What follows belongs to an exercise in optimizing a design on an open flow for small area; a production flow would make more cautious choices.
Where RTL was checked, it was by simulation tests only, not by an equivalence proof against the original.
No functional check of the RTL was part of runs 2 to 8.
No activity file was given, so power comes from the tool's default toggle rates.

$ cat flow/config.mk
export PLATFORM = sky130hd
export DESIGN_NAME = vm_core
export DESIGN_NICKNAME = vm_core
export VERILOG_FILES = /design/flow/design.v
export SDC_FILE = /design/flow/constraint.sdc
export NUM_CORES = 4
export LEC_CHECK = 0
export CAP_MARGIN = 20
export CORE_MARGIN = 2
export CORE_UTILIZATION = 30
export SLEW_MARGIN = 20
$ cat flow/constraint.sdc
create_clock -name core_clock -period 10.0 [get_ports {clk}]
set_input_delay 2.0000 -clock core_clock [delete_from_list [all_inputs] [get_ports {clk}]]
set_output_delay 2.0000 -clock core_clock [all_outputs]
set_load 0.01 [all_outputs]
$ cat flow/design.v
module vm_core (
    input  wire         clk,
    input  wire         rst,
    input  wire [159:0] image,
    output wire [1:0]   run_state,
    output wire [1:0]   fault_kind,
    output wire [15:0]  fault_addr,
    output wire [7:0]   fault_opcode,
    output wire [2:0]   fault_op,
    output wire [15:0]  ip,
    output wire [15:0]  r1,
    output wire [15:0]  r2,
    output wire [159:0] mem
);
    localparam [3:0] ST_CLR   = 4'd0;    
    localparam [3:0] ST_FETCH = 4'd1;    
    localparam [3:0] ST_D1    = 4'd2;    
    localparam [3:0] ST_D2    = 4'd3;    
    localparam [3:0] ST_SEEK  = 4'd4;    
    localparam [3:0] ST_CMP   = 4'd5;    
    localparam [3:0] ST_EXEC  = 4'd6;    
    localparam [3:0] ST_ALIGN = 4'd7;    
    localparam [3:0] ST_DONE  = 4'd8;
    reg [159:0] m;         
    reg [4:0]   rot;
    reg [15:0]  x0, x1, x2;
    reg [3:0]   st;
    reg [3:0]   cnt;
    reg [7:0]   fb;        
    reg [2:0]   opc;
    reg [1:0]   sa;        
    reg         eq;
    reg         c, c2;
    reg [2:0]   fop;
    reg [1:0]   code;
    wire [7:0] h0 = m[7:0];
    assign ip  = x0;
    assign r1  = x1;
    assign r2  = x2;
    assign mem = m;
    wire isLD   = (opc == 3'd1);
    wire isST   = (opc == 3'd2);
    wire isADD  = (opc == 3'd3);
    wire isSUB  = (opc == 3'd4);
    wire isJMP  = (opc == 3'd5);
    wire isJE   = (opc == 3'd6);
    wire isADDI = (opc == 3'd7);
    wire [4:0] p       = x0[4:0];
    wire       ip_neg  = x0[15];
    wire       ip_past = !x0[15] && (x0[14:5] != 10'd0 || x0[4:0] >= 5'd20);
    wire       at_ip   = (rot == p);
    wire       rot0    = (rot == 5'd0);
    wire h0_legal = (h0[7:3] == 5'd0) && (h0[2:0] != 3'd0);
    wire h0_halt  = (h0 == 8'hFF);
    wire opnd_oob = (h0[2:0] == 3'd5 || h0[2:0] == 3'd6) ? (p == 5'd19) :
                    (h0[2:0] == 3'd7) ? (p >= 5'd17) : (p >= 5'd18);
    wire h0_gt2  = (h0 > 8'd2);
    wire h0_gt18 = (h0 > 8'd18);
    wire h0_gt19 = (h0 > 8'd19);
    wire a  = (sa == 2'd0) ? x0[0] : (sa == 2'd1) ? x1[0] : x2[0];
    wire bq = (h0[1:0] == 2'd0) ? x0[0] : (h0[1:0] == 2'd1) ? x1[0] : x2[0];
    wire w0 = m[0];
    wire jumping = isJMP | (isJE & eq);
    wire opA = (isLD | isJMP | isJE) ? 1'b0 : a;
    wire opB = isADD ? bq : isSUB ? ~bq : (isJMP | isJE) ? (w0 & ~cnt[3]) : w0;
    wire res = opA ^ opB ^ c;
    wire c_n = (opA & opB) | (opA & c) | (opB & c);
    wire       dst_r1 = isADD | isSUB | ((isLD | isADDI) & (sa == 2'd1));
    wire       dst_r2 = (isLD | isADDI) & (sa == 2'd2);
    wire       dst_ip = ((isLD | isADDI) & (sa == 2'd0)) | jumping;
    wire lb0 = !jumping && !isJE && !isADDI;           
    wire lb1 = !jumping && !isADDI;                     
    wire lb2 = isADDI;                                  
    wire kb  = (cnt == 4'd0) ? lb0 : (cnt == 4'd1) ? lb1 : (cnt == 4'd2) ? lb2 : 1'b0;
    wire ips = dst_ip ? res : x0[0];
    wire ipo = jumping ? res : (ips ^ kb ^ c2);
    wire c2_n = (ips & kb) | (ips & c2) | (kb & c2);
    wire clr  = (st == ST_CLR);
    wire exec = (st == ST_EXEC);
    wire shreg = clr | exec | (st == ST_CMP);
    wire in0 = clr ? 1'b0 : exec ? ipo : x0[0];
    wire in1 = clr ? 1'b0 : (exec & dst_r1) ? res : x1[0];
    wire in2 = clr ? 1'b0 : (exec & dst_r2) ? res : x2[0];
    wire eq_n = eq & (x1[0] == x2[0]);
    reg        rotate;     
    reg        wsh;        
    reg [3:0]  st_n;
    reg        fb_ld;
    reg        end_now;    
    reg [1:0]  code_n;
    reg [2:0]  fop_n;
    always @* begin
        rotate  = 1'b0;
        wsh     = 1'b0;
        st_n    = st;
        fb_ld   = 1'b0;
        end_now = 1'b0;
        code_n  = 2'd3;
        fop_n   = 3'd0;
        case (st)
            ST_CLR: if (cnt == 4'd15) st_n = ST_FETCH;
            ST_FETCH: begin
                if (ip_past) begin
                    end_now = 1'b1; code_n = 2'd2;
                end else if (ip_neg) begin
                    end_now = 1'b1; fop_n = 3'd1;
                end else if (!at_ip) begin
                    rotate = 1'b1;
                end else begin
                    fb_ld = 1'b1;
                    if (h0_halt) begin
                        end_now = 1'b1; code_n = 2'd1;
                    end else if (!h0_legal) begin
                        end_now = 1'b1; fop_n = 3'd0;
                    end else if (opnd_oob) begin
                        end_now = 1'b1; fop_n = 3'd2;
                    end else begin
                        rotate = 1'b1; st_n = ST_D1;
                    end
                end
            end
            ST_D1: begin
                if (isJMP) begin
                    if (h0_gt19) begin
                        end_now = 1'b1; fop_n = 3'd5; fb_ld = 1'b1;
                    end else st_n = ST_EXEC;
                end else if (isJE) begin
                    st_n = ST_CMP;
                end else if (h0_gt2) begin
                    end_now = 1'b1; fop_n = 3'd0;
                end else begin
                    rotate = 1'b1; st_n = ST_D2;
                end
            end
            ST_D2: begin
                if (isLD | isST) begin
                    fb_ld = 1'b1;
                    if (h0_gt18) begin
                        end_now = 1'b1; fop_n = isLD ? 3'd3 : 3'd4;
                    end else st_n = ST_SEEK;
                end else if ((isADD | isSUB) & h0_gt2) begin
                    end_now = 1'b1; fop_n = 3'd0;
                end else st_n = ST_EXEC;
            end
            ST_SEEK: begin
                if (rot == fb[4:0]) st_n = ST_EXEC;
                else rotate = 1'b1;
            end
            ST_CMP: begin
                if (cnt == 4'd15) begin
                    if (eq_n & h0_gt19) begin
                        end_now = 1'b1; fop_n = 3'd5; fb_ld = 1'b1;
                    end else st_n = ST_EXEC;
                end
            end
            ST_EXEC: begin
                wsh = !(isADD | isSUB);
                if (cnt == 4'd15) st_n = ST_FETCH;
            end
            ST_ALIGN: begin
                if (rot0) st_n = ST_DONE;
                else rotate = 1'b1;
            end
            default: ;
        endcase
        if (end_now) st_n = rot0 ? ST_DONE : ST_ALIGN;
    end
    wire [4:0] rot_inc = (rot == 5'd19) ? 5'd0 : rot + 5'd1;
    wire [159:0] m_rot = {m[7:0], m[159:8]};
    wire [15:0]  w_sh  = {(isST ? a : m[0]), m[15:1]};
    always @(posedge clk) begin
        if (rst) begin
            m   <= image;
            rot <= 5'd0;
            st  <= ST_CLR;
            cnt <= 4'd0;
        end else begin
            if (rotate) begin
                m   <= m_rot;
                rot <= rot_inc;
            end else if (wsh) begin
                m[15:0] <= w_sh;
            end
            st  <= st_n;
            cnt <= (st_n != st) ? 4'd0 : cnt + 4'd1;
        end
    end
    always @(posedge clk) begin
        if (shreg) begin
            x0 <= {in0, x0[15:1]};
            x1 <= {in1, x1[15:1]};
            x2 <= {in2, x2[15:1]};
        end
        if (fb_ld) fb <= h0;
        if (st == ST_FETCH) opc <= h0[2:0];
        if (st == ST_D1) sa <= h0[1:0];
        if (st == ST_D1) eq <= 1'b1;
        else if (st == ST_CMP) eq <= eq_n;
        if (st != ST_EXEC) begin
            c  <= (st_n == ST_EXEC) & isSUB;
            c2 <= 1'b0;
        end else begin
            c  <= c_n;
            c2 <= c2_n;
        end
        if (end_now) begin
            code <= code_n;
            fop  <= fop_n;
        end
    end
    wire done    = (st == ST_DONE);
    wire faulted = (code == 2'd3);
    wire f_ip    = (fop == 3'd1) | (fop == 3'd0 & faulted);
    wire f_fb    = (fop == 3'd2) | (fop == 3'd0 & faulted);
    assign run_state    = done ? code : 2'd0;
    assign fault_op     = fop;
    assign fault_kind   = !faulted ? 2'd0 : (fop == 3'd0) ? 2'd1 : 2'd2;
    assign fault_addr   = f_ip ? x0 : (fop == 3'd2) ? 16'd20 :
                          (fop[2] | (fop == 3'd3)) ? {8'd0, fb} : 16'd0;
    assign fault_opcode = f_fb ? fb : (fop[2] | (fop == 3'd3)) ? {5'd0, opc} : 8'd0;
endmodule
$ cat flow/run.sh
#!/bin/bash
# synth_recipe.tcl (not shown) runs the flow's synth.tcl, then flattens the netlist and writes it again
# the make line also repeats each setting of config.mk as NAME=value (left out here)
make -C /OpenROAD-flow-scripts/flow DESIGN_CONFIG=/design/flow/config.mk WORK_HOME=/design/flow/orfs CLKGATE_MAP_FILE= SYNTH_SCRIPT=/design/flow/synth_recipe.tcl finish
==> results list, run 1 <==
- Run status: no timing/DRC/antenna violations
- WL per Instance: 22.8 um
- Final hold analysis gives a worst-case slack of 445 ps.
* Share of flip-flops with an asynchronous set or reset: 0
- Final net count: 1348
* Net Sw Frac: 0.326
- Counting flops with a built-in enable in the synthesized netlist gives 226.
- Seq. cell area: 7110 um2
* Final Hold Fails: 0
* Area fraction in compound gates after synthesis: 0.0666
- The congestion estimate from routability-driven global placement came to 0.867.
* Fraction of the mapped netlist area in adder cells: 0.0121
* Max Slew Vio Count: 0
* Total power per unit cell area: 246 nW/um2
* Growth of design area from synthesis to finish: 48.3%
- Across all layers, the routed design uses 8194 vias.
- The floorplan step defined a die boundary enclosing 38700 um2.
- TritonCTS clock tree: yes
* Combined area of the multi-input logic cells: 3800 um2
- Mean cell area of the mapped netlist: 14.2 um2
* Area share of the largest cell type after synthesis: 0.609
- Static timing analysis puts the maximum clock frequency at 0.210 GHz.
- Fraction of synthesized cell area in xor and xnor cells: 0.0134
- HPWL after detailed placement: 29400 um
- For the worst setup path, the data arrival time is 4940 ps.
- Antenna Nets Post-Route: 0
* Ports: 401
- Layout cell share with drive strength beyond 1: 0.170
- Number of global-route vias before repair: 8403
- Flop pwr share: 0.430
* Flip-flop cell with the highest count after synthesis: edfxtp_1
- Mux contribution to synthesized area: 0.164
- Share of power burned in combinational logic: 0.334
- Cell types occupying the most area after synthesis: edfxtp_1 61%, mux2_2 15%, dfxtp_1 2.9%, mux2i_1 1.9%, nand2_1 1.6%
- Buffers inserted during clock tree synthesis total 28.
- Setup violations remaining at the end of the flow were counted as 0.
- After routing, the total negative slack on setup checks comes to 0 ps.
* P_int: 2.74 mW
- After the flow finishes, the layout carries non-filler instances totaling 1674.
* Final routed wirelength across all metal layers: 38200 um
- The worst hold path belongs to the class register to register.
- Buffers placed on the I/O ports in this run total 400.
- Of the total synthesized cell area, the portion taken by AND, OR, NAND and NOR gates is 0.0828.
* Number of warning messages in the yosys log: 1
- Number of design rule violations left after detail routing: 0
- Entering global routing, the biggest net connects 90 pins.
- The initialized floorplan defines 70 standard-cell rows.
* Data required time at the worst endpoint: 10180 ps
- The clock passes through at most 3 buffers.
* Count of distinct cell types in the synthesized netlist: 67
- Sequential-to-total area share from yosys stat: 0.638
- Transition time of the tightest slew-check pin: 1040 ps
* Relative contribution of the clock network to total power: 0.237
* Final period util: 0.476
- Overflow left after global routing: 0
- The worst setup path is launched from a register.
* Net Sw Power: 1.33 mW
- Count of instances resized after the clock tree is built: 0
- Clock Skew: 14.3 ps
- In this run the static leakage power is 5.87 nW.
- Max-slew headroom at the worst pin: 0.304
* Total of hold buffers inserted after clock tree synthesis: 0
- Maximum level of the CTS H-tree: 1
- In this run the worst path has a maximum fanout of 60.
* # Post-CTS Setup Buffers: 0
- Post-synthesis sequential element count: 242
- RSZ-0062 raised after global routing: false
- In the routed layout, each cell is associated on average with a via count of 4.89.
* Final cell utilization of the core: 0.451
- The first global-routing pass estimated 54800 um of wire.
- Post-layout min period: 4760 ps
- Largest area contributor in the synthesized netlist: edfxtp_1
- Counting the fill cells in the layout gives 3369.
- # clock sinks: 242
* Vertical die dimension: 197 um
- After clock tree synthesis, the clock-pin slew on the worst setup and hold paths is 60 ps.
- By startpoint and endpoint, the worst setup path is classified as register to register.
* Initial antenna violation count: 9
- IR analysis of the VDD net gives a maximum drop of 0.115 mV.
- Including well taps, the total number of placed cells is 1616.
- Sort of element at the end of the critical path: register
- The tool flagged a number of max-cap violations equal to 0.
- Floorplan Core Area: 36600 um2
- Length of the first detailed-routing pass in iterations: 4
- Count of routing violations after the opening detailed-route iteration: 507
- Main combinational cell family by area after synthesis: multiplexers
- Cell Area, Synth: 11100 um2
- For this configuration, the core starts out at a cell density of 0.304.
- The floorplan step set the die width to 197 um.
- Clock tree root buffer cell: clkbuf_16
- Clk Latency, worst-skew pair: 550 ps
- The number of nets in the synthesized netlist is 953.
- Synthesis produced 783 cells.
- Across every metal layer, demand over resource in global routing totals 0.191.
stage by stage:
stage                     cell area (um2)  worst slack, ps  total power, mW
after global routing                16500             5000             4.27
after global placement              15600             5200             3.13
after CTS                           16500             5190             4.12
after floorplan                     11100             4040             2.31
after detailed placement            15600             5160             3.14
final                               16500             5240             4.07
power by group through the flow:
stage	Combinational [mW]	Sequential, mW	Clock, mW
after floorplan	0.516	1.79	0
after global placement	1.36	1.76	0
after detailed placement	1.37	1.77	0
after CTS	1.38	1.75	0.990
after global routing	1.45	1.79	1.03
final	1.36	1.75	0.963
logic make-up after synthesis:
logic type / Yosys count
AO/OA/AOI/OAI: 113
XOR/XNOR: 17
adder cells (fa/ha/maj): 10
buffers and inverters: 64
flip-flops: 242
multiplexers: 165
AND/OR/NAND/NOR: 172
layout make-up:
class / count / share of cell area
Multi-Input combinational cell: 477 / 0.230
Clock inverter: 20 / 0.00879
Tap cell: 468 / 0.0355
Inverter: 21 / 0.00477
Clock buffer: 32 / 0.0433
Timing Repair Buffer: 408 / 0.246
Sequential cell: 242 / 0.430
Antenna cell: 6 / 0.000909
registers in the layout, summed over array words and instances (netlist names), 3 cells and up:
| signal | cells |
|---|---|
| fop | 3 |
| m | 160 |
| st | 4 |
| rot | 5 |
| opc | 3 |
| x2 | 16 |
| fb | 8 |
| x0 | 16 |
| cnt | 4 |
| x1 | 16 |
metal layers:
layer / share of wire / up-vias / GRT usage
met4: 0.016 / 6 / 0.0306
met3: 0.10 / 48 / 0.0815
met1: 0.36 / 4031 / 0.208
met2: 0.52 / 306 / 0.349
li1: - / 3803 / -
met5: 0.00099 / - / 0
placed cells by master (no fill, tap or decap), drive strengths merged, types with 5 or more instances in the layout:
master | synthesis | layout
and2 | 11 | 11
ha | 6 | 6
xnor2 | 13 | 13
edfxtp | 226 | 226
nor4 | 5 | 5
clkdlybuf4s50 | 0 | 399
o22ai | 5 | 5
nand2 | 46 | 46
nor2 | 31 | 31
a211oi | 5 | 5
nand3 | 20 | 20
a22o | 6 | 6
clkbuf | 39 | 32
a211o | 5 | 5
a21oi | 24 | 24
and4b | 5 | 5
o21ai | 37 | 37
and3 | 10 | 10
dfxtp | 16 | 16
inv | 21 | 21
diode | 0 | 6
nor3 | 12 | 12
buf | 4 | 9
mux2i | 21 | 21
mux2 | 144 | 144
clkinv | 0 | 18
cells in the mapped netlist, types with 5 or more instances:
cell type,number
nand3_1,20
ha_1,6
clkbuf_1,39
nor4_1,5
dfxtp_1,16
o22ai_1,5
a211o_1,5
a22o_1,6
nor2_1,31
and2_1,11
and4b_1,5
a21oi_1,24
edfxtp_1,226
o21ai_0,22
xnor2_1,13
inv_1,21
mux2i_1,21
o21ai_1,15
nand2_1,46
nor3_1,11
and3_1,10
mux2_2,144
final timing paths:
check	from	end	slack (ps)	cells after the start
worst max-delay path	m[5]	m[113]	5240	9
worst min register to register	x1[15]	x1[14]	450	0
worst min-delay path	x1[15]	x1[14]	450	0
worst max register to register	m[5]	m[113]	5240	9
critical path, cell delays in order, from the launching register on:
cell and delay [ps]:
edfxtp_1 480, or3_4 450, or4_4 500, or3_1 350, a211oi_2 360, nor3_4 80, buf_4 260, nand2_4 390
buf_4 680, buf_4 750
==> run 2, diff against run 1 <==
--- a/flow/design.v
+++ b/flow/design.v
@@ -170,5 +170,12 @@
     wire [15:0]  w_sh  = {(isST ? a : m[0]), m[15:1]};
+    wire sel_rot  = !rst & rotate;
+    wire sel_wsh  = !rst & wsh;
+    wire sel_hold = !rst & !rotate;           
+    wire sel_hw   = !rst & !rotate & !wsh;    
+    wire [159:0] m_n = ({160{rst}} & image) | ({160{sel_rot}} & m_rot) |
+                       ({144'd0, {16{sel_wsh}} & w_sh}) |
+                       ({{144{sel_hold}}, {16{sel_hw}}} & m);
+    always @(posedge clk) m <= m_n;
     always @(posedge clk) begin
         if (rst) begin
-            m   <= image;
             rot <= 5'd0;
@@ -177,8 +184,3 @@
         end else begin
-            if (rotate) begin
-                m   <= m_rot;
-                rot <= rot_inc;
-            end else if (wsh) begin
-                m[15:0] <= w_sh;
-            end
+            if (rotate) rot <= rot_inc;
             st  <= st_n;
--- a/flow/config.mk
+++ b/flow/config.mk
@@ -7,2 +7,3 @@
 export LEC_CHECK = 0
+export ABC_AREA = 1
 export CAP_MARGIN = 20
==> results list, run 2 <==
- The flow ran to the end and the layout has no timing, DRC or antenna violations.
* Met2 wire length: 19200 um
- In this run the vertical extent of the chip is 190 um.
* Top library cells by usage in the layout, fill and taps aside: 600 x nand2_1, 399 x clkdlybuf4s50_1, 176 x dfxtp_1
- Family with the most delay on the worst path: buffers and inverters
- HPWL after detailed placement: 29700 um
- Worst R2R Start: m[1]
- # Post-CTS Setup Buffers: 0
- Of the cells placed in the final design, the portion with a size suffix greater than 1 is 0.0457.
* Number of warning messages in the yosys log: 1
- Initial antenna violation count: 6
- Cell types occupying the most area after synthesis: dfxtp_1 34%, nand2_1 22%, edfxtp_1 19%, nand3_1 8.3%, inv_1 2.7%
- The critical path goes through nor4_1 -> a31oi_1 -> buf_4 -> o22ai_1 -> clkdlybuf4s50_1.
- The worst setup path is captured at an output pin.
- Final routed wirelength across all metal layers: 39500 um
* Most common library cell in the layout ignoring fill and taps: nand2_1
- For the pin with the worst max-slew slack, the measured transition is 1050 ps.
- TritonCTS clock tree: yes
- Dividing total power by cell area gives a power density of 264 nW/um2.
* Crit-path max FO: 16
* Floorplan row count: 68
- Overall die width: 190 um
- After detailed routing, the number of vias per cell comes to 4.66.
- For this run, the leading register cell type out of synthesis is dfxtp_1.
- Flip-flop count of the largest register, all copies and words added: 160
* Power consumption: 4.14 mW
* Wire length of the first global-routing pass: 60100 um
- Antenna Nets Post-Route: 0
- Entering global routing, the biggest net connects 100 pins.
* Setup-violating endpoint count in the final report: 0
- m holds more flip-flops than any other register.
- Final Hold Fails: 0
* Number of design rule violations left after detail routing: 0
- Maximum vdd drop: 0.146 mV
- The first detailed-routing pass ran for 7 iterations.
- In the finished design, the share of the clock period the worst path needs comes to 0.469.
* Overall fraction of global-route tracks in use: 0.213
* Synthesized net count: 1523
- Summed over all nets, wire length on met3 after detailed routing comes to 3400 um.
- Number of stages on the worst hold path: 0
- In this run the number of cells on the critical path is 5.
- Achievable clock frequency: 0.213 GHz
- STA classifies the critical path startpoint as a register.
- Data required time at the worst endpoint: 8000 ps
- Max Slew Vio Count: 0
* Via total after detailed routing: 10300
- Sequential-to-total area share from yosys stat: 0.528
- Clk Latency, worst-skew pair: 560 ps
* Post-layout min period: 4690 ps
* Cell leakage power: 6.53 nW
- Together, buffers and inverters on the worst path number 2.
- Relative to the synthesized area, the layout overhead comes to 50.2%.
- Number of global-route vias before repair: 10100
- Setup repair after global routing left no endpoint under its margin.
- After synthesis, the netlist uses 42 different library cells.
- The net count of the finished layout is 1902.
- CTS saw 242 sinks.
* Register-to-Register Setup Slack: 5850 ps
- For this block, wires on met1 add up to 15700 um.
* Cell area after layout: 15700 um2
- Port buffering added 400 buffers.
- For this run the aggregate overflow at the end of global routing stands at 0.
* Final estimated routing congestion in global placement: 0.875
* Clock transition at the registers of the reported paths: 70 ps
* Clock tree buffer depth: 3
- Max_cap viols: 0
* Cell Area, Synth: 10400 um2
- Critical Setup Path Class: register to output pin
- Signal arrival time at the worst endpoint: 2690 ps
* Path depth of the worst reg2reg path: 16
- Startpoint of the most critical setup path: fop[1]
* Share of flip-flops with an asynchronous set or reset: 0
* Hold_sp: x1[5]
- Number of buffers added by the clock tree synthesis step: 28
- For this run, the slowest stage of the critical path takes 600 ps.
- Mean cell area of the mapped netlist: 7.71 um2
- Final hold analysis gives a worst-case slack of 446 ps.
- For this configuration, the core starts out at a cell density of 0.304.
- Post-synthesis sequential element count: 242
- Kind of path behind the tightest hold check: register to register
- Max-slew headroom at the worst pin: 0.303
* Top routing layer used: met5
- Post-synthesis cell count: 1353
* WL per Instance: 17.9 um
- Clock tree root buffer cell: clkbuf_16
- Floorplan Core Area: 34400 um2
* Count of flip-flops with a built-in enable after synthesis: 66
* Area share of the largest cell type after synthesis: 0.338
- In the synthesized netlist, the cells that appear most often are 600 x nand2_1, 176 x dfxtp_1, 173 x nand3_1, 74 x inv_1, 68 x nor2_1.
* Die area: 36300 um2
- Setup TNS after final layout: 0 ps
- On the final layout, the worst clock skew is 26.1 ps.
- Count of routing violations after the opening detailed-route iteration: 662
- Standard cell with the maximum stage delay on the critical path: clkdlybuf4s50_1
- In this run the number of H-tree levels came out at 1.
- The synthesized design spends more area on one cell type than any other, namely dfxtp_1.
- Most used standard cell by instance count after synthesis: nand2_1
* Placement-stage cell area: 14800 um2
* Count of instances resized after the clock tree is built: 0
- For this run, the share of the core covered by cells in the final layout is 0.456.
- Ports: 401
* Total of hold buffers inserted after clock tree synthesis: 0
==> run 2: area by class of cell <==
type / count / area (um2)
fill: 3436 / 18700
sequential: 242 / 5510
multi-input combinational: 969 / 4320
timing repair buffer: 408 / 4070
clock buffer: 36 / 771
tap: 455 / 569
inverter: 83 / 312
clock inverter: 14 / 114
antenna: 4 / 10.0
==> run 2: worst register-to-register path, stage by stage (launching register included) <==
cell	delay [ps]
dfxtp_1	620
inv_1	250
nand2_1	190
nand3_1	100
nand2_1	100
nand2_1	50
nand2_1	70
nand2_1	70
nand2_1	100
nand3_1	120
nand2_4	170
inv_2	70
nor2_4	440
buf_4	520
buf_4	860
nand2_1	230
nand4_1	140
==> run 2: power breakdown <==
group / switching, mW / internal, mW
logic: 0.809 / 0.717
clock network: 0.420 / 0.568
registers: 0.263 / 1.37
==> run 2: layer usage <==
metal / vias up / track usage
li1: 5156 / -
met1: 4701 / 0.245
met2: 380 / 0.377
met3: 55 / 0.0707
met4: 4 / 0.0578
met5: - / 0
==> run 2: cells by family after synthesis <==
family | Yosys count | synth area share
adder cells (fa/ha/maj) | 8 | 0.0110
AND/OR/NAND/NOR | 890 | 0.357
flip-flops | 242 | 0.528
AO/OA/AOI/OAI | 64 | 0.0385
XOR/XNOR | 7 | 0.00588
buffers and inverters | 142 | 0.0596
==> run 2: through the flow <==
stage | setup slack, ps | cells
after floorplan | 6240 | 1353
after global placement | 5370 | 2157
after detailed placement | 5360 | 2157
after CTS | 5260 | 2207
after global routing | 5110 | 2207
final | 5310 | 2211
==> run 2: path summary, 6_finish.rpt <==
check	to
worst max-delay path	fault_addr[0]
worst min-delay path	x1[4]
worst max register to register	m[8]
worst min register to register	x1[4]
==> run 3, diff against run 2 <==
==> flow/flow/run.sh (new file) <==
#!/bin/bash
export BUFFER_PORTS_ARGS="-buffer_cell sky130_fd_sc_hd__buf_1"
bash standard.sh > standard.log 2>&1
==> flow/standard.sh (new file) <==
#!/bin/bash
# synth_recipe.tcl (not shown) runs the flow's synth.tcl, then flattens the netlist and writes it again
# the make line also repeats each setting of config.mk as NAME=value (left out here)
make -C /OpenROAD-flow-scripts/flow DESIGN_CONFIG=/design/flow/config.mk WORK_HOME=/design/flow/orfs CLKGATE_MAP_FILE= SYNTH_SCRIPT=/design/flow/synth_recipe.tcl "${@:-finish}"
removed: flow/run.sh
==> results list, run 3 <==
* Path depth of the worst reg2reg path: 15
* Achievable clock frequency: 0.225 GHz
- TritonCTS created 28 clock buffers.
* Port Buffer Count: 400
* Area share of the largest cell type after synthesis: 0.338
* Max_cap viols: 0
* Number of design rule violations left after detail routing: 0
- The endpoint identified for the worst register-to-register timing path is m[8].
* Run status: no timing/DRC/antenna violations
* Post-synthesis sequential element count: 242
* Post-layout min period: 4440 ps
- Overall die width: 190 um
* Most common library cell in the layout ignoring fill and taps: nand2_1
- Final estimated routing congestion in global placement: 0.908
- Mux contribution to synthesized area: 0
- For this design the static power due to leakage is 5.48 nW.
- Top library cells by usage in the layout, fill and taps aside: 600 x nand2_1, 399 x buf_1, 176 x dfxtp_1
- In the routed layout, each cell is associated on average with a via count of 4.73.
- Vertical die dimension: 190 um
- The most critical setup path has its startpoint at fop[1].
- Total of hold buffers inserted after clock tree synthesis: 0
- Effective utilization at floorplan: 0.304
- Setup slack after placement: 5600 ps
* Data required time at the worst endpoint: 8000 ps
* Overall fraction of global-route tracks in use: 0.193
- Final net count: 1901
- A synthesized cell averages 7.71 um2.
- dfxtp_1 takes more of the synthesized area than any other cell.
* Count of fill cells added during filler insertion: 3663
- Final routed wirelength across all metal layers: 36500 um
- More flip-flops sit in one register than any other, and that register is m.
- In the post-synthesis netlist, the cell with the most instances is nand2_1.
- The final number of hold-violating endpoints came to 0.
- STA classifies the critical path endpoint as an output pin.
- The number of antenna diodes in the final layout is 0.
* Clk Latency, worst-skew pair: 570 ps
* Count of distinct cell types in the synthesized netlist: 42
- Via total after detailed routing: 10500
- The initialized floorplan defines 68 standard-cell rows.
- Fraction of synthesized cell area in xor and xnor cells: 0.00588
- For this run, the register share of the synthesized area comes to 0.528.
- TritonCTS built the clock tree.
- Setup TNS after final layout: 0 ps
* Cell Area, Synth: 10400 um2
* Register-to-Register Setup Slack: 6000 ps
* Area fraction in and, or, nand and nor cells after synthesis: 0.357
- Synthesis produced a netlist with a net count of 1523.
* Number of global-route vias before repair: 9740
- Share of flip-flops with an asynchronous set or reset: 0
- The fraction of the mapped netlist area in compound gates is 0.0385.
- RSZ-0062 raised after global routing: false
* Number of warning messages in the yosys log: 1
* Floorplan Core Area: 34400 um2
* Fraction of the mapped netlist area in adder cells: 0.0110
* Smallest setup slack after layout: 5560 ps
- Maximum level of the CTS H-tree: 1
* Count of routing violations after the opening detailed-route iteration: 758
- Critical Setup Path Class: register to output pin
- Layout cell share with drive strength beyond 1: 0.0451
- The worst-case IR drop observed on VDD is 0.209 mV.
- Counting flops with a built-in enable in the synthesized netlist gives 66.
- Setup violations remaining at the end of the flow were counted as 0.
* # clock sinks: 242
- Crit path launch type: register
- Clock Skew: 27.4 ps
- Kind of path behind the tightest hold check: register to register
- Largest net degree at the start of global routing: 115
* Initial antenna violation count: 1
- Dividing the final minimum period by the clock period gives 0.444.
- Flip-flop count of the largest register, all copies and words added: 160
- Cell types occupying the most area after synthesis: dfxtp_1 34%, nand2_1 22%, edfxtp_1 19%, nand3_1 8.3%, inv_1 2.7%
- Max-slew headroom at the worst pin: 0.286
- Data on the critical path arrives at its endpoint at 2440 ps.
- Count of instances resized after the clock tree is built: 0
- Growth of design area from synthesis to finish: 26.3%
- Clock transition at the registers of the reported paths: 60 ps
* WL per Instance: 16.5 um
- Once detailed placement completed, the half-perimeter wirelength came to 27100 um.
* Worst R2R Start: m[1]
* Post-synthesis cell count: 1353
- Flip-flop cell with the highest count after synthesis: dfxtp_1
* Clock tree root buffer cell: clkbuf_16
* Antenna Nets Post-Route: 0
* Crit-path max FO: 15
- The critical path ends at fault_addr[4].
- The first global-routing pass estimated 55000 um of wire.
- The die covers 36300 um2.
- Overflow left after global routing: 0
- # Post-CTS Setup Buffers: 0
- The number of max-slew violations in the final report came to 0.
* Ports: 401
- Before antenna repair, the detailed router went through 5 iterations.
* Transition time of the tightest slew-check pin: 1070 ps
- Total power per unit cell area: 287 nW/um2
- By count the netlist is led by 600 x nand2_1, 176 x dfxtp_1, 173 x nand3_1, 74 x inv_1, 68 x nor2_1.
* Main combinational cell family by area after synthesis: simple AND/OR/NAND/NOR gates
- Clock tree buffer depth: 3
* Power consumption: 3.78 mW
-- run 3: cell count changes in the layout (fill, tap and decap cells not counted), sizes merged, moves of 3 or more --
cell and delta:
buf +397, clkbuf +4, clkdlybuf4s50 -399, clkinv -5
diode -4, inv +3
-- run 3: cell type report --
type                    instances  area (um2)  share of cell area
clock buffers                  39         782              0.0593
clock inverters                12         128             0.00968
inverters                      83         312              0.0236
multi-input cells             969        4320               0.328
flip-flops and latches        242        5510               0.418
well taps                     455         569              0.0432
repair buffers                407        1570               0.119
-- run 3: worst min-delay path by stage --
stage / depth (start not counted) / slack [ps] / endpoint / startpoint
after floorplan: 1 / 440 / cnt[0] / cnt[0]
after global placement: 0 / 430 / x1[13] / x1[14]
after detailed placement: 0 / 430 / x1[12] / x1[13]
after CTS: 0 / 450 / x1[8] / x1[9]
after global routing: 0 / 470 / x1[5] / x1[6]
final: 0 / 450 / x1[12] / x1[13]
-- run 3: where the power goes --
part	total (mW)	internal, mW	switching [mW]
Combinational	1.12	0.338	0.784
Sequential	1.63	1.37	0.266
Clock	1.02	0.598	0.425
Total	3.78	2.30	1.47
-- run 3: routing by layer --
| metal | wire (um) | track usage |
|---|---|---|
| met2 | 17600 | 0.334 |
| met4 | 1260 | 0.0647 |
| met3 | 2980 | 0.0556 |
| met5 | 10 | 0 |
| met1 | 14700 | 0.230 |
-- run 3: critical path: stages, from the launching register on --
cell and delay (ps):
edfxtp_1 480, nor4_1 630, a31oi_1 120, buf_4 230, o221ai_1 240, buf_1 200
-- run 3: cell families after synthesis --
group,count (synthesis)
XOR/XNOR,7
AND/OR/NAND/NOR,890
adder cells (fa/ha/maj),8
flip-flops,242
buffers and inverters,142
AO/OA/AOI/OAI,64
-- run 3: metrics by stage --
step | area (um2) | hold slack (ps) | instances | util
floorplan | 10400 | 445 | 1353 | -
global placement | 12300 | 433 | 2156 | 0.357
detailed placement | 12300 | 435 | 2156 | 0.357
CTS | 13200 | 449 | 2207 | 0.383
global route | 13200 | 465 | 2207 | 0.383
finish | 13200 | 447 | 2207 | 0.383
==> run 4, diff against run 3 <==
--- a/flow/config.mk
+++ b/flow/config.mk
@@ -11,2 +11,3 @@
 export CORE_UTILIZATION = 30
+export CTS_BUF_LIST = sky130_fd_sc_hd__clkbuf_4
 export SLEW_MARGIN = 20
==> results list, run 4 <==
* Run status: no timing/DRC/antenna violations
- # clock sinks: 242
* HPWL after detailed placement: 27100 um
- Along the worst path, the maximum fanout reaches 15.
* Post-layout min period: 4610 ps
* Mean cell area of the mapped netlist: 7.71 um2
- # Post-CTS Setup Buffers: 0
* Final routed wirelength across all metal layers: 37100 um
- Area share of the largest cell type after synthesis: 0.338
- Die area: 36300 um2
- Counting the buffers created by CTS gives 72.
- Kind of path behind the tightest hold check: register to register
- Sequential-to-total area share from yosys stat: 0.528
- Largest net degree at the start of global routing: 115
- Including well taps, the total number of placed cells is 2156.
- Cell leakage power: 5.58 nW
- Initial antenna violation count: 2
- For this design, the CTS-stage hold fixing added 0 buffers.
* Cell types occupying the most area after synthesis: dfxtp_1 34%, nand2_1 22%, edfxtp_1 19%, nand3_1 8.3%, inv_1 2.7%
- Max_cap viols: 0
- Transition time of the tightest slew-check pin: 1050 ps
* Clock tree buffer depth: 3
- The first routing iteration left 723 violations.
* Wire length of the first global-routing pass: 56200 um
- Maximum level of the CTS H-tree: 3
- The initial utilization of the core area, before any placement, comes to 0.304.
* Overall fraction of global-route tracks in use: 0.200
- For this run, the leading register cell type out of synthesis is dfxtp_1.
* Data required time at the worst endpoint: 8000 ps
* Final Hold Fails: 0
* Floorplan Core Area: 34400 um2
- After layout, the worst setup slack is 5390 ps.
- Synthesized net count: 1523
- Final net count: 1945
- Most common library cells after synthesis: 600 x nand2_1, 176 x dfxtp_1, 173 x nand3_1, 74 x inv_1, 68 x nor2_1
- Post-synthesis cell count: 1353
- The biggest area contributor in the post-synthesis netlist is dfxtp_1.
- Most used standard cell by instance count after synthesis: nand2_1
- Final standard cell count with taps included and fillers excluded: 2288
- Count of flip-flops with a built-in enable after synthesis: 66
* Final period util: 0.461
* Ports: 401
- Relative to the synthesized area, the layout overhead comes to 26.6%.
- Leaving out fill and tap cells, the most frequent cells in the layout are 600 x nand2_1, 399 x buf_1, 176 x dfxtp_1.
- The detail route stage leaves a number of antenna-violating nets equal to 0.
- Maximum vdd drop: 0.135 mV
* Clock transition at the registers of the reported paths: 60 ps
- After routing, the total negative slack on setup checks comes to 0 ps.
- Layout cell share with drive strength beyond 1: 0.0819
- Setup slack after placement: 5600 ps
- Floorplan row count: 68
- Share of flip-flops with an asynchronous set or reset: 0
- Setup repair after global routing left no endpoint under its margin.
- After detailed routing, the number of vias per cell comes to 4.67.
* Clock tree root buffer cell: clkbuf_4
- The worst setup path is of the register to output pin kind.
- Final estimated routing congestion in global placement: 0.908
- Leaving out fill and tap cells, the most frequent cell in the layout is nand2_1.
- In this run the horizontal extent of the chip is 190 um.
- In the routed design, unresolved DRC markers number 0.
* Count of instances resized after the clock tree is built: 0
- Input and output buffers added on the ports amount to 400.
- Setup violations remaining at the end of the flow were counted as 0.
* Max-slew headroom at the worst pin: 0.294
- Counting flops and latches in the post-synthesis netlist gives 242.
- STA classifies the critical path startpoint as a register.
* Sort of element at the end of the critical path: output pin
- The via count of the first global-routing pass came to 10100.
* Register with the highest flop count: m
* Flip-flop count of the largest register, all copies and words added: 160
* Count of fill cells added during filler insertion: 3698
* Vertical die dimension: 190 um
* Count of distinct cell types in the synthesized netlist: 42
- Number of warning messages in the yosys log: 1
- In this run the cell area of the synthesized design comes to 10400 um2.
- Overflow left after global routing: 0
- Length of the first detailed-routing pass in iterations: 5
- Across the routed clock network, the largest skew measured is 59.6 ps.
* WL per Instance: 16.2 um
* Via total after detailed routing: 10700
* Max Slew Vio Count: 0
* Signal arrival time at the worst endpoint: 2610 ps
* Total power per unit cell area: 282 nW/um2
- Achievable clock frequency: 0.217 GHz
* TritonCTS clock tree: yes
- At the later pin of the worst-skew pair, clock insertion delay measures 740 ps.
==> run 4: cell counts after synthesis <==
No cell type changed its count.
==> run 4: cells by family (layout without fill, tap and decap cells) <==
group,count (synthesis),after routing,share of synthesized area
adder cells (fa/ha/maj),8,8,0.0110
buffers and inverters,142,621,0.0596
flip-flops,242,242,0.528
other,0,1,0
AND/OR/NAND/NOR,890,890,0.357
AO/OA/AOI/OAI,64,64,0.0385
XOR/XNOR,7,7,0.00588
==> run 4: final timing paths <==
check,cells after the start,endpoint,from,slack (ps)
worst max-delay path,5,fault_addr[4],fop[1],5390
worst min-delay path,2,m[89],m[97],450
worst max register to register,15,m[11],m[1],6060
worst min register to register,2,m[89],m[97],450
==> run 4: cell type report <==
cell class / count / area (um2) / share of cell area
repair buffers: 407 / 1570 / 0.119
clock buffers: 106 / 796 / 0.0602
multi-input cells: 969 / 4320 / 0.327
inverters: 83 / 312 / 0.0236
clock inverters: 25 / 141 / 0.0107
diodes: 1 / 2.50 / 0.000189
flip-flops and latches: 242 / 5510 / 0.417
well taps: 455 / 569 / 0.0431
==> run 4: power by group <==
part | internal [mW] | switching [mW] | total [mW]
combinational | 0.338 | 0.784 | 1.12
sequential | 1.36 | 0.265 | 1.63
clock | 0.516 | 0.460 | 0.977
total | 2.22 | 1.51 | 3.73
==> run 4: routing by layer <==
metal  wire, um  track usage  vias up
met1      14800        0.230     4902
met4       1120       0.0844        2
li1           -            -     5266
met2      17800        0.337      443
met5         10            0        -
met3       3310       0.0732       64
==> run 4: metrics by stage <==
step	instance area, um2	power [mW]	hold slack [ps]	utilization
finish	13200	3.73	447	0.384
global route	13200	4.00	463	0.384
CTS	13200	3.78	453	0.384
detailed placement	12300	2.78	435	0.357
global placement	12300	2.76	433	0.357
floorplan	10400	2.28	445	-
==> run 4: worst max-delay path, cell delays in order, from the launching register on <==
cell and delay, ps:
edfxtp_1 490, nor4_1 650, a31oi_1 120, buf_4 230, o221ai_1 230, buf_1 200
==> run 5, diff against run 4 <==
--- a/flow/config.mk
+++ b/flow/config.mk
@@ -11,3 +11,5 @@
 export CORE_UTILIZATION = 30
-export CTS_BUF_LIST = sky130_fd_sc_hd__clkbuf_4
+export CTS_BUF_LIST = sky130_fd_sc_hd__clkbuf_16
+export CTS_CLUSTER_DIAMETER = 60
+export CTS_CLUSTER_SIZE = 24
 export SLEW_MARGIN = 20
==> results list, run 5 <==
- In this run the worst hold path is classified as register to register.
- Wire length of the first global-routing pass: 54900 um
- Critical Setup Path Class: register to output pin
- The biggest area contributor in the post-synthesis netlist is dfxtp_1.
- # Post-CTS Setup Buffers: 0
- The initial antenna violation count is 1.
* Max Slew Vio Count: 0
- Seq. cell area: 5510 um2
* Layout cell share with drive strength beyond 1: 0.0480
- In this run, CTS created clock tree buffers numbering 27.
- Once placement finished, the instance area stood at 12300 um2.
- Count of flip-flops with a built-in enable after synthesis: 66
- In the global route stage, met2 resource usage came out at 0.330.
- Setup violations remaining at the end of the flow were counted as 0.
- Data required time at the worst endpoint: 8000 ps
- Cell types occupying the most area after synthesis: dfxtp_1 34%, nand2_1 22%, edfxtp_1 19%, nand3_1 8.3%, inv_1 2.7%
* Transition time of the tightest slew-check pin: 1080 ps
- In this run the static leakage power is 5.50 nW.
- Flip-flop count of the largest register, all copies and words added: 160
- Final standard cell count with taps included and fillers excluded: 2205
- The die covers 36300 um2.
- Clock tree buffer depth: 3
- Worst R2R Start: m[1]
* Vertical die dimension: 190 um
- Clock Skew: 21.9 ps
- Number of global-route vias before repair: 9754
* Maximum vdd drop: 0.229 mV
- Internal power comes to 2.27 mW.
- The die is 190 um wide.
* Most used standard cell by instance count after synthesis: nand2_1
- Flop pwr share: 0.426
* Antenna Nets Post-Route: 0
* Number of design rule violations left after detail routing: 0
- Ports: 401
- For this block, the via count after detailed routing is 10500.
- Counting the fill cells in the layout gives 3644.
- Path depth of the worst reg2reg path: 15
- Final period util: 0.447
- Number of warning messages in the yosys log: 1
- The startpoint identified for the worst hold timing path is x1[12].
* Met3 Resource Use GR: 0.0543
- Post-synthesis cell count: 1353
- Counting tap cells, the placed design contains a total of 2156 instances.
- The tree is rooted in a clkbuf_16.
* Final cell utilization of the core: 0.385
* WL per Instance: 16.5 um
* Most common library cell in the layout ignoring fill and taps: nand2_1
- Summed over all nets, the switching power comes to 1.56 mW.
- The top cell types in the final layout, fill and taps aside, are 600 x nand2_1, 399 x buf_1, 176 x dfxtp_1.
* Count of instances resized after the clock tree is built: 0
* Total power per unit cell area: 289 nW/um2
* Worst Hold Path EP: x1[11]
- Share of power burned in combinational logic: 0.293
- STA classifies the critical path startpoint as a register.
- Final estimated routing congestion in global placement: 0.908
* Floorplan Core Area: 34400 um2
* Achievable clock frequency: 0.224 GHz
* Mean cell area of the mapped netlist: 7.71 um2
- Dividing the detail-routed via count by the number of cells gives 4.74.
- Relative contribution of the clock network to total power: 0.282
- Post-synthesis sequential element count: 242
- Setup TNS after final layout: 0 ps
* Count of routing violations after the opening detailed-route iteration: 673
- Register-to-Register Setup Slack: 6010 ps
- Effective utilization at floorplan: 0.304
* Cell area after layout: 13200 um2
* Post-layout min period: 4470 ps
* Run status: no timing/DRC/antenna violations
- The worst hold path passes through 0 cells.
- Total of hold buffers inserted after clock tree synthesis: 0
* Final net count: 1900
- Synthesis produced a netlist with a net count of 1523.
- Register with the highest flop count: m
* Sequential-to-total area share from yosys stat: 0.528
- For this run, global-route usage on met1 was measured as 0.229.
* Signal arrival time at the worst endpoint: 2470 ps
- # clock sinks: 242
* Power consumption: 3.83 mW
- Area share of the largest cell type after synthesis: 0.338
* Most Used Layer, Global Route: met2
- Number of antenna repair diodes: 0
- Summing all multi-input logic gate instances after layout gives 4320 um2.
* Port Buffer Count: 400
* Overall fraction of global-route tracks in use: 0.192
- Wires add up to 36400 um.
* Net Sw Frac: 0.407
- Largest net degree at the start of global routing: 115
* RSZ-0062 raised after global routing: false
- Cell Area, Synth: 10400 um2
- Length of the first detailed-routing pass in iterations: 5
- Sorting the synthesized cells by how often they occur yields 600 x nand2_1, 176 x dfxtp_1, 173 x nand3_1, 74 x inv_1, 68 x nor2_1.
- After clock tree synthesis, the clock-pin slew on the worst setup and hold paths is 80 ps.
- Row generation in the floorplan step produced 68 rows.
- Max_cap viols: 0
* Final Hold Fails: 0
* HPWL after detailed placement: 27100 um
- Overflow left after global routing: 0
- Growth of design area from synthesis to finish: 26.9%
- Headroom to the max-slew limit came out at 0.276.
- For the worst-skew pair, the clock arrives at the later sink with an insertion delay of 550 ps.
* Count of distinct cell types in the synthesized netlist: 42
- Flip-flop cell with the highest count after synthesis: dfxtp_1
- TritonCTS clock tree: yes
- The worst register-to-register path ends at m[43].
- In the synthesized netlist the async set-or-reset flop fraction comes to 0.
- Crit-path max FO: 15
- CTS built an H-tree with a depth of 1.
- STA classifies the critical path endpoint as an output pin.
run 5: cell counts after synthesis:
Identical to the previous run, type by type.
run 5: area by class of cell:
type | count | area share
Clock buffer | 27 | 0.0510
Clock inverter | 22 | 0.0228
Inverter | 83 | 0.0235
Multi-Input combinational cell | 969 | 0.326
Sequential cell | 242 | 0.416
Tap cell | 455 | 0.0430
Timing Repair Buffer | 407 | 0.118
run 5: stage by stage:
stage / setup slack [ps] / hold WS [ps]
2_1_floorplan: 6240 / 445
4_1_cts: 5490 / 452
3_3_place_gp: 5640 / 433
6_report: 5530 / 455
5_1_grt: 5420 / 462
3_5_place_dp: 5600 / 435
run 5: routing by layer:
metal	up-vias	wire length [um]
met5	-	10
met4	2	1410
met3	68	3030
met2	437	17400
met1	4823	14600
li1	5127	-
run 5: worst max-delay path, stage by stage (launching register included):
cell and delay [ps]:
edfxtp_1 490, nor4_1 660, a31oi_1 120, buf_4 230, o221ai_1 220, buf_1 190
run 5: worst max path at each step:
stage	startpoint	to	slack (ps)	depth (start not counted)
floorplan	fop[1]	fault_addr[6]	6240	4
global placement	rst	rot[0]	5640	5
detailed placement	rst	m[8]	5600	5
CTS	fop[1]	fault_addr[4]	5490	5
global route	fop[1]	fault_addr[4]	5420	5
finish	fop[1]	fault_addr[4]	5530	5
run 5: power groups by stage:
stage	Sequential, mW	Combinational (mW)	Clock [mW]
global route	1.66	1.26	1.13
detailed placement	1.65	1.13	0
CTS	1.63	1.13	1.10
floorplan	1.68	0.601	0
finish	1.63	1.12	1.08
global placement	1.64	1.12	0
run 5: cell families (layout without fill, tap and decap cells):
kind of cell	Yosys count	in the layout	synth area share
AND/OR/NAND/NOR	890	890	0.357
flip-flops	242	242	0.528
buffers and inverters	142	539	0.0596
AO/OA/AOI/OAI	64	64	0.0385
adder cells (fa/ha/maj)	8	8	0.0110
XOR/XNOR	7	7	0.00588
==> run 6, diff against run 5 <==
--- a/flow/config.mk
+++ b/flow/config.mk
@@ -11,5 +11,5 @@
 export CORE_UTILIZATION = 30
-export CTS_BUF_LIST = sky130_fd_sc_hd__clkbuf_16
-export CTS_CLUSTER_DIAMETER = 60
-export CTS_CLUSTER_SIZE = 24
+export CTS_BUF_LIST = sky130_fd_sc_hd__clkbuf_8
+export CTS_CLUSTER_DIAMETER = 50
+export CTS_CLUSTER_SIZE = 15
 export SLEW_MARGIN = 20
==> results list, run 6 <==
* Run status: no timing/DRC/antenna violations
- Leaving out fill and tap cells, the most frequent cell in the layout is nand2_1.
* Number of buffers added by the clock tree synthesis step: 31
* Count of instances resized after the clock tree is built: 0
* Count of fill cells added during filler insertion: 3681
- From synthesis to final layout, the design area changed by 24.8%.
* Mux contribution to synthesized area: 0
- Wires add up to 36400 um.
* Post-synthesis cell count: 1353
* Effective utilization at floorplan: 0.304
- Timing would allow up to 0.222 GHz.
- TritonCTS built the clock tree.
- The first global-routing pass estimated 55100 um of wire.
- Clk Latency, worst-skew pair: 610 ps
- Overflow left after global routing: 0
- Yosys mapped the design onto 42 distinct sky130hd cell types.
- Across the run, the number of max-cap violations was 0.
- The share of the Yosys chip area taken by registers is 0.528.
* Final period util: 0.450
* Crit path launch type: register
- Final Hold Fails: 0
- The register with the most flip-flops in the final layout is m.
* Floorplan Core Area: 34400 um2
- For the worst setup path, the data required time is 8000 ps.
- The via count of the first global-routing pass came to 9810.
- Entering global routing, the biggest net connects 115 pins.
* Total power per unit cell area: 277 nW/um2
- The most common cell in the synthesized netlist is nand2_1.
* Kind of path behind the tightest hold check: register to register
* Number of warning messages in the yosys log: 1
- The share of synthesized area in the top cell type comes to 0.338.
- Of the total synthesized cell area, the portion taken by XOR and XNOR cells is 0.00588.
- During placement, the flow inserted port buffers numbering 400.
* Flip-flop cell with the highest count after synthesis: dfxtp_1
- For this block, the via count after detailed routing is 10500.
- Of the total synthesized cell area, the portion taken by AND, OR, NAND and NOR gates is 0.357.
* Clock tree buffer depth: 3
* Max-slew headroom at the worst pin: 0.272
- After synthesis, the largest family of logic cells by area is simple AND/OR/NAND/NOR gates.
- Setup-violating endpoint count in the final report: 0
- In this run the clock root is driven by a clkbuf_8.
- Overall die width: 190 um
* Sort of element at the end of the critical path: output pin
- Synthesized net count: 1523
* RSZ-0062 raised after global routing: false
- In this run, post-CTS hold repair placed 0 buffers.
- In this run the static leakage power is 5.41 nW.
- The number of antenna diodes in the final layout is 0.
* Area fraction in compound gates after synthesis: 0.0385
- IR analysis of the VDD net gives a maximum drop of 0.159 mV.
* Largest area contributor in the synthesized netlist: dfxtp_1
- Dividing the synthesized area by the synthesized cell count gives 7.71 um2.
- Vertical die dimension: 190 um
- For the pin with the worst max-slew slack, the measured transition is 1090 ps.
- Ports: 401
- Once detail routing completed, the nets flagged for antenna violations numbered 0.
* Top library cells by usage in the layout, fill and taps aside: 600 x nand2_1, 399 x buf_1, 176 x dfxtp_1
- Fraction of the mapped netlist area in adder cells: 0.0110
* P_int: 2.11 mW
- Net Sw Power: 1.50 mW
- # clock sinks: 242
- Signal arrival time at the worst endpoint: 2500 ps
- Synthesis inferred 242 register bits.
- The clock arrives with 24.0 ps of skew.
- Number of design rule violations left after detail routing: 0
- The first detailed-routing pass took 5 iterations.
- Of the cells placed in the final design, the portion with a size suffix greater than 1 is 0.0517.
* Critical Setup Path Class: register to output pin
- Of the total power, the share spent switching nets is 0.416.
- Of all nets on the critical path, the largest fanout is 15.
* Max Slew Vio Count: 0
- Yosys attributes the largest share of cell area to dfxtp_1 34%, nand2_1 22%, edfxtp_1 19%, nand3_1 8.3%, inv_1 2.7%.
- The register with the most flip-flops in the layout has 160 of them.
- In the routed layout, each cell is associated on average with a via count of 4.72.
- In the synthesized netlist the async set-or-reset flop fraction comes to 0.
- Die area: 36300 um2
- Setup TNS after final layout: 0 ps
- # Post-CTS Setup Buffers: 0
- The cell area that synthesis handed to floorplanning was 10400 um2.
* HPWL after detailed placement: 27100 um
- The share of total power dissipated in the clock network is 0.240.
- Across every metal layer, demand over resource in global routing totals 0.193.
- Final estimated routing congestion in global placement: 0.908
- Maximum level of the CTS H-tree: 1
- Cell area after layout: 13000 um2
* Most common library cells after synthesis: 600 x nand2_1, 176 x dfxtp_1, 173 x nand3_1, 74 x inv_1, 68 x nor2_1
* Initial antenna violation count: 1
- Combined area of the multi-input logic cells: 4320 um2
- Count of routing violations after the opening detailed-route iteration: 718
- Count of flip-flops with a built-in enable after synthesis: 66
- Floorplan row count: 68
- After the last flow step, the layout net total stands at 1904.
- Seq. cell area: 5510 um2
* Clock transition at the registers of the reported paths: 80 ps
- Post-layout min period: 4500 ps
- Placement-stage cell area: 12300 um2
- The share of total power dissipated in sequential elements is 0.450.
- In the final routed layout, each cell accounts on average for 16.4 um.
* Share of power burned in combinational logic: 0.310
[run 6: changes by cell type in the layout (fill, tap and decap cells not counted), sizes merged]
cell / before / now
clkbuf: 28 / 33
clkinv: 8 / 11
bufinv: 1 / 3
inv: 94 / 93
[run 6: logic make-up (layout without fill, tap and decap cells)]
group / count (synthesis) / count (layout)
AO/OA/AOI/OAI: 64 / 64
XOR/XNOR: 7 / 7
adder cells (fa/ha/maj): 8 / 8
buffers and inverters: 142 / 548
flip-flops: 242 / 242
AND/OR/NAND/NOR: 890 / 890
[run 6: cell type report]
cell class / count / area share
Tap cell: 455 / 0.0437
Inverter: 83 / 0.0239
Sequential cell: 242 / 0.423
Timing Repair Buffer: 407 / 0.120
Clock buffer: 32 / 0.0338
Multi-Input combinational cell: 969 / 0.331
Clock inverter: 26 / 0.0244
[run 6: final timing paths]
path	end	slack [ps]	from	cells past startpoint
max	fault_addr[4]	5500	fop[1]	5
min	x1[12]	450	x1[13]	0
max reg2reg	m[8]	6020	m[1]	15
min reg2reg	x1[12]	450	x1[13]	0
[run 6: stage by stage]
step	total power [mW]	setup slack [ps]	utilization	instances	hold WS [ps]
after floorplan	2.28	6240	-	1353	445
after global placement	2.76	5640	0.357	2156	433
after detailed placement	2.78	5600	0.357	2156	435
after CTS	3.65	5400	0.379	2214	455
after global routing	3.86	5330	0.379	2214	466
final	3.61	5500	0.379	2214	453
[run 6: per-layer routing]
metal / track usage / share of wire / routed length [um] / up-vias
li1: - / - / - / 5139
met1: 0.230 / 0.40 / 14500 / 4809
met2: 0.332 / 0.48 / 17500 / 419
met3: 0.0539 / 0.084 / 3070 / 82
met4: 0.0689 / 0.038 / 1380 / 2
met5: 0 / 0.00027 / 10 / -
[run 6: power by group through the flow]
stage | Clock (mW) | Sequential [mW] | Combinational (mW)
after CTS | 0.892 | 1.63 | 1.13
final | 0.866 | 1.63 | 1.12
after global placement | 0 | 1.64 | 1.12
after detailed placement | 0 | 1.65 | 1.13
after floorplan | 0 | 1.68 | 0.601
after global routing | 0.929 | 1.66 | 1.26
[run 6: critical path, stage by stage (launching register included)]
cell      delay, ps
edfxtp_1        490
nor4_1          640
a31oi_1         110
buf_4           230
o221ai_1        220
buf_1           200
==> run 7, diff against run 6 <==
--- a/flow/config.mk
+++ b/flow/config.mk
@@ -10,3 +10,3 @@
 export CORE_MARGIN = 2
-export CORE_UTILIZATION = 30
+export CORE_UTILIZATION = 60
 export CTS_BUF_LIST = sky130_fd_sc_hd__clkbuf_8
==> results list, run 7 <==
* Run status: no timing/DRC/antenna violations
- Count of instances resized after the clock tree is built: 0
- In this run the critical register-to-register path is captured at m[113].
- Number of buffers added by the clock tree synthesis step: 24
- The final number of hold-violating endpoints was 0.
- The clock arrives with 19.7 ps of skew.
* Total power per unit cell area: 273 nW/um2
* Mean cell area of the mapped netlist: 7.71 um2
* Hold_sp: x1[12]
- Flip-flop cell with the highest count after synthesis: dfxtp_1
* Count of fill cells added during filler insertion: 1462
- After detailed routing, the number of remaining DRC violations is 0.
- Transition time of the tightest slew-check pin: 958 ps
* Sort of element at the end of the critical path: output pin
- Largest net degree at the start of global routing: 93
- Ports: 401
- The critical path contains buffers and inverters numbering 2 combined.
- The top cell types in the final layout, fill and taps aside, are 600 x nand2_1, 399 x buf_1, 176 x dfxtp_1.
* Startpoint of the most critical setup path: fop[1]
- Of the synthesized area, sequential elements account for 0.528.
- # Post-CTS Setup Buffers: 0
* Crit path launch type: register
- The synthesized design contains 66 enable-type register cells.
* Largest stage delay, worst path: 560 ps
- Growth of design area from synthesis to finish: 19.5%
- Count of routing violations after the opening detailed-route iteration: 985
* Ratio of routed vias to standard cells: 5.41
- For this run, the post-layout net count is 1898.
- Ranked by total cell area, the synthesized netlist is headed by dfxtp_1 34%, nand2_1 22%, edfxtp_1 19%, nand3_1 8.3%, inv_1 2.7%.
- Critical Setup Path Class: register to output pin
- Ranked by instance count, the synthesized netlist is headed by 600 x nand2_1, 176 x dfxtp_1, 173 x nand3_1, 74 x inv_1, 68 x nor2_1.
- Area share of the largest cell type after synthesis: 0.338
- Maximum level of the CTS H-tree: 1
- Leaving out filler cells and counting taps, the final layout contains 1971.
* Floorplan row count: 48
* Die area: 18500 um2
- In this run, post-CTS hold repair placed 0 buffers.
- Summed over all nets, the half-perimeter wirelength after detailed placement is 25300 um.
* Register with the highest flop count: m
- Post-layout min period: 4250 ps
- TritonCTS clock tree: yes
- Clock tree buffer depth: 3
* Achievable clock frequency: 0.235 GHz
- After routing the design area is 12500 um2.
- Crit. path cell count: 5
- Following the worst setup path forward leads to its endpoint at fault_addr[2].
- Setup-violating endpoint count in the final report: 0
- Of the cells placed in the final design, the portion with a size suffix greater than 1 is 0.0401.
* Floorplan Core Area: 17200 um2
- The first global-routing pass estimated 50300 um of wire.
- On the final layout, the worst hold slack is 463 ps.
- Length of the first detailed-routing pass in iterations: 7
* Cell Area, Synth: 10400 um2
- Synthesized net count: 1523
- Vertical die dimension: 136 um
- Clock tree root buffer cell: clkbuf_8
* Power consumption: 3.40 mW
* Post-synthesis sequential element count: 242
* Largest area contributor in the synthesized netlist: dfxtp_1
- Clk Latency, worst-skew pair: 550 ps
* Cell leakage power: 5.30 nW
* Max Slew Vio Count: 0
* Max_cap viols: 0
- Once detail routing completed, the nets flagged for antenna violations numbered 0.
* Initial antenna violation count: 3
- Via total after detailed routing: 10700
- Once placement completed, the tool counted placed cells totaling 1927.
* Port Buffer Count: 400
- Most used standard cell by instance count after synthesis: nand2_1
* Most common library cell in the layout ignoring fill and taps: nand2_1
- Traced cell by cell, the critical path runs through nor4_1 -> a31oi_1 -> buf_4 -> o221ai_1 -> buf_1.
* Path depth of the worst reg2reg path: 16
- Max-slew headroom at the worst pin: 0.362
* WL per Instance: 17.1 um
* Signal arrival time at the worst endpoint: 2250 ps
* Standard cell with the maximum stage delay on the critical path: nor4_1
- Overflow left after global routing: 0
- Adding up every negative setup slack in the final design gives 0 ps.
- RSZ-0062 raised after global routing: false
* Maximum vdd drop: 0.230 mV
* Kind of path behind the tightest hold check: register to register
- Routability-driven placement finished with a final weighted congestion of 0.958.
- Post-synthesis cell count: 1353
- Overall die width: 136 um
- Register-to-Register Setup Slack: 5940 ps
- Crit-path max FO: 16
- Overall fraction of global-route tracks in use: 0.347
- For this run, the number of Yosys warnings is 1.
- The via count of the first global-routing pass came to 9402.
* Count of distinct cell types in the synthesized netlist: 42
- The startpoint identified for the worst register-to-register timing path is m[0].
* Flip-flop count of the largest register, all copies and words added: 160
- Final period util: 0.425
- Placement-stage cell area: 12000 um2
* Data required time at the worst endpoint: 8000 ps
* Share of flip-flops with an asynchronous set or reset: 0
- For this configuration, the core starts out at a cell density of 0.607.
* # clock sinks: 242
* Clock transition at the registers of the reported paths: 100 ps
- Grouping stages by cell kind, the critical path spends the most delay in simple AND/OR/NAND/NOR gates.
- For this block, the routed nets add up to 33800 um of wire.
run 7: changes by cell type in the layout (fill, tap and decap cells not counted), sizes merged:
cell | previous run | this run
inv | 93 | 96
buf | 406 | 407
clkinv | 11 | 2
clkbuf | 33 | 26
diode | 0 | 2
bufinv | 3 | 1
clkinvlp | 2 | 1
run 7: cell type report:
class	count	area, um2	area share
multi-input combinational	969	4310	0.346
timing repair buffer	408	1570	0.126
clock buffer	25	344	0.0276
tap	225	282	0.0226
clock inverter	17	140	0.0112
sequential	242	5510	0.442
inverter	83	312	0.0250
antenna	2	5.00	0.000402
run 7: worst min-delay path by stage:
stage             end  slack, ps  cells past startpoint
2_1_floorplan  cnt[0]        440                      1
3_3_place_gp    x1[9]        430                      0
6_report       x1[11]        460                      0
4_1_cts        x1[10]        460                      0
5_1_grt        x1[10]        470                      0
3_5_place_dp    x2[7]        430                      0
run 7: per-layer routing:
| metal | part of all wire | vias to the layer above | global-route usage | wire length (um) |
|---|---|---|---|---|
| met5 | 0.00038 | - | 0 | 13 |
| met4 | 0.040 | 2 | 0.138 | 1340 |
| met3 | 0.093 | 83 | 0.0735 | 3150 |
| met2 | 0.48 | 588 | 0.568 | 16300 |
| met1 | 0.38 | 4864 | 0.451 | 13000 |
| li1 | - | 5118 | - | - |
run 7: through the flow:
stage	setup slack [ps]	utilization
finish	5750	0.726
global route	5600	0.726
CTS	5700	0.725
detailed placement	5580	0.697
global placement	5620	0.697
floorplan	6240	-
run 7: logic make-up after synthesis:
kind of cell,after synthesis,synth area share
AND/OR/NAND/NOR,890,0.357
AO/OA/AOI/OAI,64,0.0385
adder cells (fa/ha/maj),8,0.0110
buffers and inverters,142,0.0596
flip-flops,242,0.528
XOR/XNOR,7,0.00588
run 7: worst reg2reg max path, stage by stage (launching register included):
cell and delay [ps]:
dfxtp_1 590, inv_1 190, nand2_1 160, nand3_1 100, nand2_1 100, nand2_1 50, nand2_1 80, nand2_1 80
nand2_1 100, nand3_1 110, nand2_4 170, inv_2 70, nor2_4 700, buf_4 750, buf_4 540, nand2_1 120
nand3_1 90
run 7: power breakdown:
part           total, mW  switching (mW)  internal, mW  leakage (nW)
logic               1.14           0.797         0.339          2.90
registers           1.63           0.263          1.36          2.13
clock network      0.640           0.367         0.273         0.273
total               3.40            1.43          1.98          5.30
==> run 8, diff against run 7 <==
--- a/flow/config.mk
+++ b/flow/config.mk
@@ -10,6 +10,6 @@
 export CORE_MARGIN = 2
-export CORE_UTILIZATION = 60
+export CORE_UTILIZATION = 30
 export CTS_BUF_LIST = sky130_fd_sc_hd__clkbuf_8
-export CTS_CLUSTER_DIAMETER = 50
-export CTS_CLUSTER_SIZE = 15
+export CTS_CLUSTER_DIAMETER = 120
+export CTS_CLUSTER_SIZE = 14
 export SLEW_MARGIN = 20
==> results list, run 8 <==
* Signal arrival time at the worst endpoint: 2490 ps
- In the final timing run, aggregate negative setup slack is 0 ps.
- Data on the critical path is required at its endpoint by 8000 ps.
* Kind of path behind the tightest hold check: register to register
- The number of max-slew violations in the final report is 0.
- Clock transition at the registers of the reported paths: 110 ps
- Hold repair after CTS inserted 0 buffers.
* Run status: no timing/DRC/antenna violations
* WL per Instance: 16.6 um
- The register with the most flip-flops in the layout has 160 of them.
- Standard cell with the maximum stage delay on the critical path: nor4_1
- Most Used Layer, Global Route: met2
- Antenna Nets Post-Route: 0
- Sequential-to-total area share from yosys stat: 0.528
- # Post-CTS Setup Buffers: 0
* Growth of design area from synthesis to finish: 21.0%
* Cell area after layout: 12600 um2
* Ports: 401
- In the finished design, the share of the clock period the worst path needs comes to 0.449.
- Vertical die dimension: 190 um
- In this run the core area contains 68 standard-cell rows.
* Flip-flop cell with the highest count after synthesis: dfxtp_1
- Setup-violating endpoint count in the final report: 0
- Final routed wirelength across all metal layers: 36300 um
- VDD sags by at most 0.162 mV.
- Of the post-synthesis cell area, the dominant cell type holds 0.338.
- In the global route stage, overall resource usage came out at 0.192.
- Count of flip-flops with a built-in enable after synthesis: 66
* Number of antenna repair diodes: 0
- In this run the number of H-tree levels came out at 1.
- Of the total power, combinational logic draws 0.338.
* Effective utilization at floorplan: 0.304
* Clock Skew: 26.7 ps
- The first global-routing pass estimated 54600 um of wire.
* Most common library cell in the layout ignoring fill and taps: nand2_1
- The clock net in this run drives a total of 242 sinks.
- Largest stage delay, worst path: 650 ps
- The floorplan step defined a core boundary enclosing 34400 um2.
* Share of flip-flops with an asynchronous set or reset: 0
- Flop pwr share: 0.490
- Using the TritonRoute via totals, the vias-per-cell ratio works out to 4.72.
- Cell leakage power: 5.23 nW
* Critical Setup Path Class: register to output pin
* Placed Instances: 2156
* Post-layout min period: 4490 ps
* Top library cells by usage in the layout, fill and taps aside: 600 x nand2_1, 399 x buf_1, 176 x dfxtp_1
- For the pin with the worst max-slew slack, the measured transition is 1090 ps.
- For met1 alone, demand over resource in global routing was 0.231.
* Crit-path max FO: 15
- Averaged over all synthesized cells, the footprint is 7.71 um2.
- The number of nets handed over by synthesis was 1523.
- The congestion estimate from routability-driven global placement came to 0.908.
- Register with the highest flop count: m
* Clock tree buffer depth: 3
- The routed layout has 10300 vias.
- Largest area contributor in the synthesized netlist: dfxtp_1
- In the post-synthesis netlist, the cell with the most instances is nand2_1.
- Max-cap violations in this run came to 0.
- The via count of the first global-routing pass is 9604.
* Number of warning messages in the yosys log: 1
- The floorplan step defined a die boundary enclosing 36300 um2.
* Overflow left after global routing: 0
- After synthesis the netlist holds a flip-flop and latch count of 242.
- For this run, the top clock speed supported by timing is 0.223 GHz.
* Net Sw Power: 1.39 mW
* Power consumption: 3.32 mW
- Met3 Resource Use GR: 0.0519
- After synthesis the cells add up to 10400 um2.
- The final number of hold-violating endpoints was 0.
- Final cell utilization of the core: 0.367
* Port Buffer Count: 400
-- run 8: cell types whose count changed in the layout (fill, tap and decap cells not counted), sizes merged --
cell | previous run | this run
buf | 407 | 406
inv | 96 | 89
clkbuf | 26 | 22
diode | 2 | 0
clkinv | 2 | 1
-- run 8: area by class of cell --
cell class,instances,area [um2]
multi-input combinational,969,4320
timing repair buffer,407,1570
clock buffer,21,289
inverter,83,312
tap,455,569
sequential,242,5510
clock inverter,9,68.8
fill,3711,21700
-- run 8: power groups by stage --
| stage | combinational [mW] | clock [mW] | sequential [mW] |
|---|---|---|---|
| final | 1.12 | 0.570 | 1.63 |
| after global routing | 1.26 | 0.621 | 1.66 |
| after CTS | 1.13 | 0.592 | 1.63 |
| after detailed placement | 1.13 | 0 | 1.65 |
| after global placement | 1.12 | 0 | 1.64 |
| after floorplan | 0.601 | 0 | 1.68 |
-- run 8: path summary, 6_finish.rpt --
| check | startpoint | to | slack [ps] | cells after the start |
|---|---|---|---|---|
| worst max-delay path | fop[1] | fault_addr[4] | 5510 | 5 |
| worst min-delay path | x2[12] | x2[11] | 450 | 0 |
| worst max register to register | m[1] | m[46] | 6020 | 15 |
| worst min register to register | x2[12] | x2[11] | 450 | 0 |
-- run 8: kinds of logic after synthesis --
family                   after synthesis  synth area share
AO/OA/AOI/OAI                         64            0.0385
flip-flops                           242             0.528
adder cells (fa/ha/maj)                8            0.0110
XOR/XNOR                               7           0.00588
buffers and inverters                142            0.0596
AND/OR/NAND/NOR                      890             0.357
-- run 8: per-stage QoR --
step,setup slack [ps],hold slack (ps)
6_report,5510,447
3_3_place_gp,5640,433
4_1_cts,5460,450
3_5_place_dp,5600,435
5_1_grt,5390,468
2_1_floorplan,6240,445
-- run 8: per-layer routing --
layer  part of all wire  wire length, um  vias up
li1                   -                -     5095
met3              0.084             3050       57
met5            0.00028               10        -
met1               0.40            14700     4764
met4              0.031             1140        2
met2               0.48            17400      406
-- run 8: worst max-delay path, delay by kind of cell (launching register included) --
family          cells  cell delay (ps)
buf+inv             2              430
compound gates      2              350
flops               1              500
simple gates        1              650

-- re-timing with driven ports --
The flow's constraints put no driver on any port. The routed layouts listed below were extracted and timed again, unchanged, in two steps. Step 1, drivers: a clkbuf_16 drives clk and a buf_2 each remaining input, both assumed. Step 2 times the ports against the registers' clock, not the clock port: input delays grow and output delays shrink by t, the midpoint of the rising clock arrivals with the driver on. Three values: no drivers, after step 1, after step 2; two values: the first two.
run | shift t [ns] | setup WS [ns]
run 1 | 0.596 | 5.236 / 5.236 / 5.161
run 2 | 0.597 | 5.308 / 5.257 / 5.283
run 3 | 0.607 | 5.561 / 5.511 / 5.818
run 4 | 0.749 | 5.390 / 5.342 / 5.853
run 5 | 0.598 | 5.534 / 5.480 / 5.851
run 6 | 0.650 | 5.496 / 5.449 / 5.850
run 7 | 0.579 | 5.748 / 5.706 / 5.516
run 8 | 0.601 | 5.509 / 5.462 / 5.843
After both steps every run listed still meets setup and hold.
